This design comes from an exercise in tuning for small area, a short achievable clock period and few clock cycles per item on the open sky130 flow, not from production work. Only simulation tests tie the RTL to the original design; equivalence was not proved.

==> run a <==
==> flow/design.v (excerpt) <==
module gps_codec (
    input  wire        clk,
    input  wire        rst,
    input  wire        in_valid,
    output wire        in_ready,
    input  wire        fix,
    input  wire [7:0]  num_sat,
    input  wire [31:0] lat,
    input  wire [31:0] lon,
    input  wire [15:0] speed,
    input  wire [31:0] alt,
    input  wire [15:0] dist_home,
    input  wire [15:0] dir_home,
    output reg         out_valid,
    input  wire        out_ready,
    output wire [15:0] speed_kmh,
    output wire        lat_south,
    output wire [15:0] lat_degmin,
    output wire [15:0] lat_sec,
    output wire        lon_west,
    output wire [15:0] lon_degmin,
    output wire [15:0] lon_sec,
    output wire [15:0] dist_out,
    output wire [15:0] alt_out,
    output wire [7:0]  num_sat_out,
    output wire [7:0]  fix_char,
    output wire [7:0]  dir_out
);
export LEC_CHECK = 0
export ABC_AREA = 1
export CAP_MARGIN = 20
export CORE_MARGIN = 2
export CORE_UTILIZATION = 65
export CTS_BUF_LIST = sky130_fd_sc_hd__clkbuf_8
export CTS_CLUSTER_DIAMETER = 150
export CTS_CLUSTER_SIZE = 40
export PLACE_DENSITY = 0.75
export SLEW_MARGIN = 20
create_clock -name core_clock -period 120.0 [get_ports {clk}]
standard.sh (not shown) runs the stock make flow with config.mk's settings and CLKGATE_MAP_FILE= SYNTH_SCRIPT=/design/flow/synth_recipe.tcl, a recipe that flattens the netlist after the stock synthesis.
==> flow/flow/run.sh <==
#!/bin/bash
# The standard layout with these changes:
#  - synthesis skips ORFS's full/half-adder extraction and maps with
#    flow/abc_area.script instead of ORFS's abc script (everything else in
#    synth_recipe.tcl and ORFS's synth.tcl is unchanged: synth -nofsm -noshare,
#    flatten, the same renames);
#  - each port is buffered with the smallest buffer cell.
# Each tool's output goes to a log of its own here and under orfs/logs.
set -euo pipefail
HERE=$(pwd)
sed -e "s#^\( *\)log_cmd abc {\*}\$abc_args#\1set abc_args [lreplace \$abc_args 1 1 $HERE/flow/abc_area.script]\n\1log_cmd abc {*}\$abc_args#" \
    -e '/# Technology mapping of adders/,/# Technology mapping of latches/{/# Technology mapping of latches/!d}' \
    "$FLOW_HOME/scripts/synth.tcl" > "$HERE/synth_custom.tcl"
grep -q "abc_area.script" "$HERE/synth_custom.tcl"
! grep -q "extract_fa" "$HERE/synth_custom.tcl"
sed "s#source \$::env(SCRIPTS_DIR)/synth.tcl#source $HERE/synth_custom.tcl#" synth_recipe.tcl > "$HERE/synth_recipe_custom.tcl"
grep -q "synth_custom.tcl" "$HERE/synth_recipe_custom.tcl"
sed "s#SYNTH_SCRIPT=[^ ]*#SYNTH_SCRIPT=$HERE/synth_recipe_custom.tcl#" standard.sh > "$HERE/standard_custom.sh"
grep -q "synth_recipe_custom.tcl" "$HERE/standard_custom.sh"
bash "$HERE/standard_custom.sh" BUFFER_PORTS_ARGS="-buffer_cell sky130_fd_sc_hd__buf_1" finish > make_finish.log 2>&1
==> flow/flow/abc_area.script <==
strash; &get -n; &fraig -x; &put; scorr; dc2; strash; dch -f; amap; topo; stime -c; dnsize -c
==> run b: changes against run a <==
--- a/flow/flow/run.sh
+++ b/flow/flow/run.sh
@@ -6,3 +6,5 @@
 #    flatten, the same renames);
-#  - each port is buffered with the smallest buffer cell.
+#  - each port is buffered with the smallest buffer cell; after global
+#    placement, smallest buffers and inverters that drive more than eight
+#    loads are upsized (flow/post_gpl.tcl).
 # Each tool's output goes to a log of its own here and under orfs/logs.
@@ -19,2 +21,2 @@
 grep -q "synth_recipe_custom.tcl" "$HERE/standard_custom.sh"
-bash "$HERE/standard_custom.sh" BUFFER_PORTS_ARGS="-buffer_cell sky130_fd_sc_hd__buf_1" finish > make_finish.log 2>&1
+bash "$HERE/standard_custom.sh" BUFFER_PORTS_ARGS="-buffer_cell sky130_fd_sc_hd__buf_1" POST_GLOBAL_PLACE_TCL="$HERE/flow/post_gpl.tcl" finish > make_finish.log 2>&1
==> flow/flow/post_gpl.tcl (new file) <==
# After port buffering and global placement: a buffer or inverter of the
# smallest size that drives many loads (such as a sign bit) is upsized.
foreach inst [get_cells *] {
  set master [get_property $inst ref_name]
  if { ![regexp {^sky130_fd_sc_hd__(buf|inv|clkinv)_1$} $master -> kind] } { continue }
  set opin [get_pins -of_objects $inst -filter "direction == output"]
  set net [get_nets -of_objects $opin]
  set fo [llength [get_pins -of_objects $net -filter "direction == input"]]
  if { $fo > 8 } {
    set new [expr { $kind eq "buf" ? "sky130_fd_sc_hd__buf_4" : "sky130_fd_sc_hd__inv_4" }]
    puts "[get_full_name $inst] ($master): fanout $fo, $new"
    replace_cell $inst $new
  }
}

# The path from out_ready to in_ready has only a few cells between two
# ports; give each cell on it (port buffers included) the next drive strength.
proc upsize_one { inst } {
  set master [get_property $inst ref_name]
  if { [regexp {^(sky130_fd_sc_hd__[a-z0-9]+)_([0-9]+)$} $master -> base size] } {
    set new "${base}_[expr { $size * 2 }]"
    if { [llength [get_lib_cells -quiet */$new]] > 0 } {
      puts "[get_full_name $inst] ($master): $new"
      replace_cell $inst $new
    }
  }
}
set pin [get_pins -of_objects [get_nets -of_objects [get_ports in_ready]] -filter "direction == output"]
for { set i 0 } { $i < 4 && [llength $pin] == 1 } { incr i } {
  set inst [get_cells -of_objects $pin]
  upsize_one $inst
  set ins [get_pins -of_objects $inst -filter "direction == input"]
  set pin {}
  foreach p $ins {
    set drv [get_pins -quiet -of_objects [get_nets -of_objects $p] -filter "direction == output"]
    if { [llength $drv] == 1 } {
      set net [get_nets -of_objects $p]
      if { [llength [get_ports -quiet -of_objects $net]] == 0 } { set pin $drv }
    } else {
      # input port buffer's driver is the port itself: stop there
    }
  }
}
- CTS_BUF_LIST: sky130_fd_sc_hd__clkbuf_8 -> sky130_fd_sc_hd__clkbuf_4 sky130_fd_sc_hd__clkbuf_8
- CTS_CLUSTER_DIAMETER: 150 -> default
- CTS_CLUSTER_SIZE: 40 -> default
==> run c: changes against run a <==
- CORE_UTILIZATION: 65 -> 80
- CTS_BUF_LIST: sky130_fd_sc_hd__clkbuf_8 -> sky130_fd_sc_hd__clkbuf_4 sky130_fd_sc_hd__clkbuf_8
- CTS_CLUSTER_DIAMETER: 150 -> default
- CTS_CLUSTER_SIZE: 40 -> default
- PLACE_DENSITY: 0.75 -> 0.88
==> results.sh <==
export IMPL_status="no timing/DRC/antenna violations"
export IMPL_totalWireLength_um=50100
export IMPL_max_cap_violations=0
export IMPL_dieHeight_um=156
export IMPL_path_clk_slew_ns=0.10
export IMPL_tritoncts_num_buffers=17
export IMPL_rows=55
export IMPL_cp_top_family="simple AND/OR/NAND/NOR gates"
export IMPL_hold_start="out_valid"
export IMPL_initial_core_util_pct=81.8
export IMPL_fin_skew_ns=0.0223
-- figures above: run c

==> results.sh <==
export IMPL_status="no timing/DRC/antenna violations"
export IMPL_totalWireLength_um=46800
export IMPL_fin_skew_ns=0.0114
export IMPL_path_clk_slew_ns=0.09
export IMPL_max_cap_violations=0
-- figures above: run a

==> results.sh <==
export IMPL_synth_main_ff_cell="edfxtp_1"
export IMPL_synth_adder_area_share_pct=0
export IMPL_dieHeight_um=173
export IMPL_initial_core_util_pct=66.5
export IMPL_stop_stage="3_3_place_gp"
export IMPL_netlist_top_cells_count="nor2_1 (823), nand2_1 (451), a21oi_1 (431)"
export IMPL_synth_top_cell_area_share_pct=20.5
export IMPL_synth_top_family_by_area="simple AND/OR/NAND/NOR gates"
export IMPL_synth_compound_gate_area_share_pct=33.7
export IMPL_synthTopCellsByArea="edfxtp_1 (21%), nor2_1 (17%), a21oi_1 (12%)"
export IMPL_rows=61
export IMPL_status="aborted with a tool error"
export IMPL_firstError="[ERROR STA-0100] unsupported object type Port."
export IMPL_synthDistinctLibCells=47
-- figures above: run b

Testbench counts of run a, summed over its fixed seeds: cycles 8,008, items 8,000.
Testbench counts of run b, summed over its fixed seeds: cycles 8,008, items 8,000.
Testbench counts of run c, summed over its fixed seeds: cycles 8,008, items 8,000.

========
==> inputs of trial 29 <==
gps_codec again, from the RTL that the note above started with.
clock: 120.0 ns
lec_check: 0
abc_area: 1
cap_margin: 20
core_margin: 2
core_utilization: 65
cts_buf_list: sky130_fd_sc_hd__clkbuf_4 sky130_fd_sc_hd__clkbuf_8
place_density: 0.75
slew_margin: 20
==> flow/flow/run.sh <==
#!/bin/bash
# The standard layout with these changes:
#  - synthesis skips ORFS's full/half-adder extraction and maps with
#    flow/abc_area.script instead of ORFS's abc script (everything else in
#    synth_recipe.tcl and ORFS's synth.tcl is unchanged: synth -nofsm -noshare,
#    flatten, the same renames);
#  - each port is buffered with the smallest buffer cell, or a stronger one
#    where the port drives several loads (flow/post_gpl.tcl).
# Each tool's output goes to a log of its own here and under orfs/logs.
set -euo pipefail
HERE=$(pwd)
sed -e "s#^\( *\)log_cmd abc {\*}\$abc_args#\1set abc_args [lreplace \$abc_args 1 1 $HERE/flow/abc_area.script]\n\1log_cmd abc {*}\$abc_args#" \
    -e '/# Technology mapping of adders/,/# Technology mapping of latches/{/# Technology mapping of latches/!d}' \
    "$FLOW_HOME/scripts/synth.tcl" > "$HERE/synth_custom.tcl"
grep -q "abc_area.script" "$HERE/synth_custom.tcl"
! grep -q "extract_fa" "$HERE/synth_custom.tcl"
sed "s#source \$::env(SCRIPTS_DIR)/synth.tcl#source $HERE/synth_custom.tcl#" synth_recipe.tcl > "$HERE/synth_recipe_custom.tcl"
grep -q "synth_custom.tcl" "$HERE/synth_recipe_custom.tcl"
sed "s#SYNTH_SCRIPT=[^ ]*#SYNTH_SCRIPT=$HERE/synth_recipe_custom.tcl#" standard.sh > "$HERE/standard_custom.sh"
grep -q "synth_recipe_custom.tcl" "$HERE/standard_custom.sh"
bash "$HERE/standard_custom.sh" BUFFER_PORTS_ARGS="-buffer_cell sky130_fd_sc_hd__buf_1" POST_GLOBAL_PLACE_TCL="$HERE/flow/post_gpl.tcl" finish > make_finish.log 2>&1
==> flow/flow/post_gpl.tcl <==
# After port buffering and global placement: a port buffer that drives
# several loads (such as a sign bit) gets a stronger buffer cell.
foreach inst [get_cells input*] {
  set opin [get_pins -of_objects $inst -filter "direction == output"]
  set net [get_nets -of_objects $opin]
  set fo [llength [get_pins -of_objects $net -filter "direction == input"]]
  if { $fo > 6 } {
    puts "port buffer [get_full_name $inst]: fanout $fo, buf_4"
    replace_cell $inst sky130_fd_sc_hd__buf_4
  } elseif { $fo > 2 } {
    puts "port buffer [get_full_name $inst]: fanout $fo, buf_2"
    replace_cell $inst sky130_fd_sc_hd__buf_2
  }
}
Scripts as last shown in full above: flow/flow/abc_area.script
==> trial 31: changes against trial 29 <==
--- a/flow/flow/run.sh
+++ b/flow/flow/run.sh
@@ -4,8 +4,8 @@
 #    flow/abc_area.script instead of ORFS's abc script (everything else in
 #    synth_recipe.tcl and ORFS's synth.tcl is unchanged: synth -nofsm -noshare,
 #    flatten, the same renames);
-#  - each port is buffered with the smallest buffer cell, or a stronger one
-#    where the port drives several loads (flow/post_gpl.tcl).
+#  - each port is buffered with the smallest buffer cell;
+#  - clock tree synthesis clusters up to 64 registers per buffer.
 # Each tool's output goes to a log of its own here and under orfs/logs.
 set -euo pipefail
 HERE=$(pwd)
@@ -18,4 +18,4 @@
 grep -q "synth_custom.tcl" "$HERE/synth_recipe_custom.tcl"
 sed "s#SYNTH_SCRIPT=[^ ]*#SYNTH_SCRIPT=$HERE/synth_recipe_custom.tcl#" standard.sh > "$HERE/standard_custom.sh"
 grep -q "synth_recipe_custom.tcl" "$HERE/standard_custom.sh"
-bash "$HERE/standard_custom.sh" BUFFER_PORTS_ARGS="-buffer_cell sky130_fd_sc_hd__buf_1" POST_GLOBAL_PLACE_TCL="$HERE/flow/post_gpl.tcl" finish > make_finish.log 2>&1
+bash "$HERE/standard_custom.sh" BUFFER_PORTS_ARGS="-buffer_cell sky130_fd_sc_hd__buf_1" CTS_ARGS="-sink_clustering_enable -repair_clock_nets -sink_clustering_size 64 -sink_clustering_max_diameter 400 -buf_list sky130_fd_sc_hd__clkbuf_16" finish > make_finish.log 2>&1
removed: flow/flow/post_gpl.tcl
==> results.py <==
metrics = {
    "timing": {
        "hold_slack_ps": 667,
        "finalCritPeriodShare_pct": 40.5,
        "max_freq_mhz": 20.6,
    },
    "grt": {
        "met1_usage_pct": 34.7,
        "antenna_found_initial": 3,
    },
    "detailed_routing": {
        "wl_um": 47000,
        "route.met3.wl_um": 2690,
    },
    "clocking": {
        "clk_latency_ps": 480,
    },
    "finish": {
        "syn_to_final_growth_pct": 7.80,
        "final_core_util_pct": 71.7,
    },
    "outcome": {
        "outcome": "no timing/DRC/antenna violations",
    },
}
The numbers above come from trial 29.

==> results.py <==
metrics = {
    "outcome": {
        "outcome": "no timing/DRC/antenna violations",
    },
    "finish": {
        "nNonClkBuffers": 278,
        "multi_input_area_share_pct": 64.6,
        "final_core_util_pct": 72.0,
        "seq_cells": 128,
    },
    "timing": {
        "finalCritPeriodShare_pct": 40.5,
        "hold_slack_ps": 655,
        "max_freq_mhz": 20.6,
    },
    "detailed_routing": {
        "wl_um": 47400,
        "route.met3.wl_um": 2680,
    },
    "clocking": {
        "clk_latency_ps": 440,
    },
    "grt": {
        "antenna_found_initial": 0,
        "met1_usage_pct": 34.5,
    },
}
The numbers above come from trial 31.

Testbench counts of trial 29, summed over its fixed seeds: cycles 8,008, items 8,000.
Testbench counts of trial 31, summed over its fixed seeds: cycles 8,008, items 8,000.

-- what the ideal ports hide --
How much do the figures lean on ideal ports? The routed layouts below were timed once more, with nothing changed but the port constraints.
Step 1 sets driving cells, clkbuf_16 on the clock port and buf_2 on the other inputs (assumed; they add their load-dependent delay and slew).
Step 2 adds t to the input delays and takes it off the output delays; t is the mean of the earliest and latest rising clock arrival at the registers after step 1. Input paths then give back, and output paths get back, about the clock's delay inside the block.
Slacks: ideal ports / drivers / drivers and shift; pairs: ideal ports / drivers.
| run | shift t [ns] | slack for setup (ns) | worst setup path at the end | worst slew at a driven data input, ns | cell pins on the clock port's net |
|---|---|---|---|---|---|
| run a | 0.518 | 71.433 / 71.413 / 71.413 | input to output | 0.08 | 1 |
| run c | 0.507 | 70.664 / 70.677 / 70.170 | input to register | 0.07 | 1 |
| trial 29 | 0.516 | 71.395 / 71.373 / 71.373 | input to output | 0.07 | 1 |
| trial 31 | 0.496 | 71.433 / 71.414 / 71.327 | input to register | 0.08 | 1 |
After both steps setup and hold are still met in every run listed. For run c, which loses most, drivers alone change the setup slack by +0.013 ns; drivers and shift together by -0.494 ns.
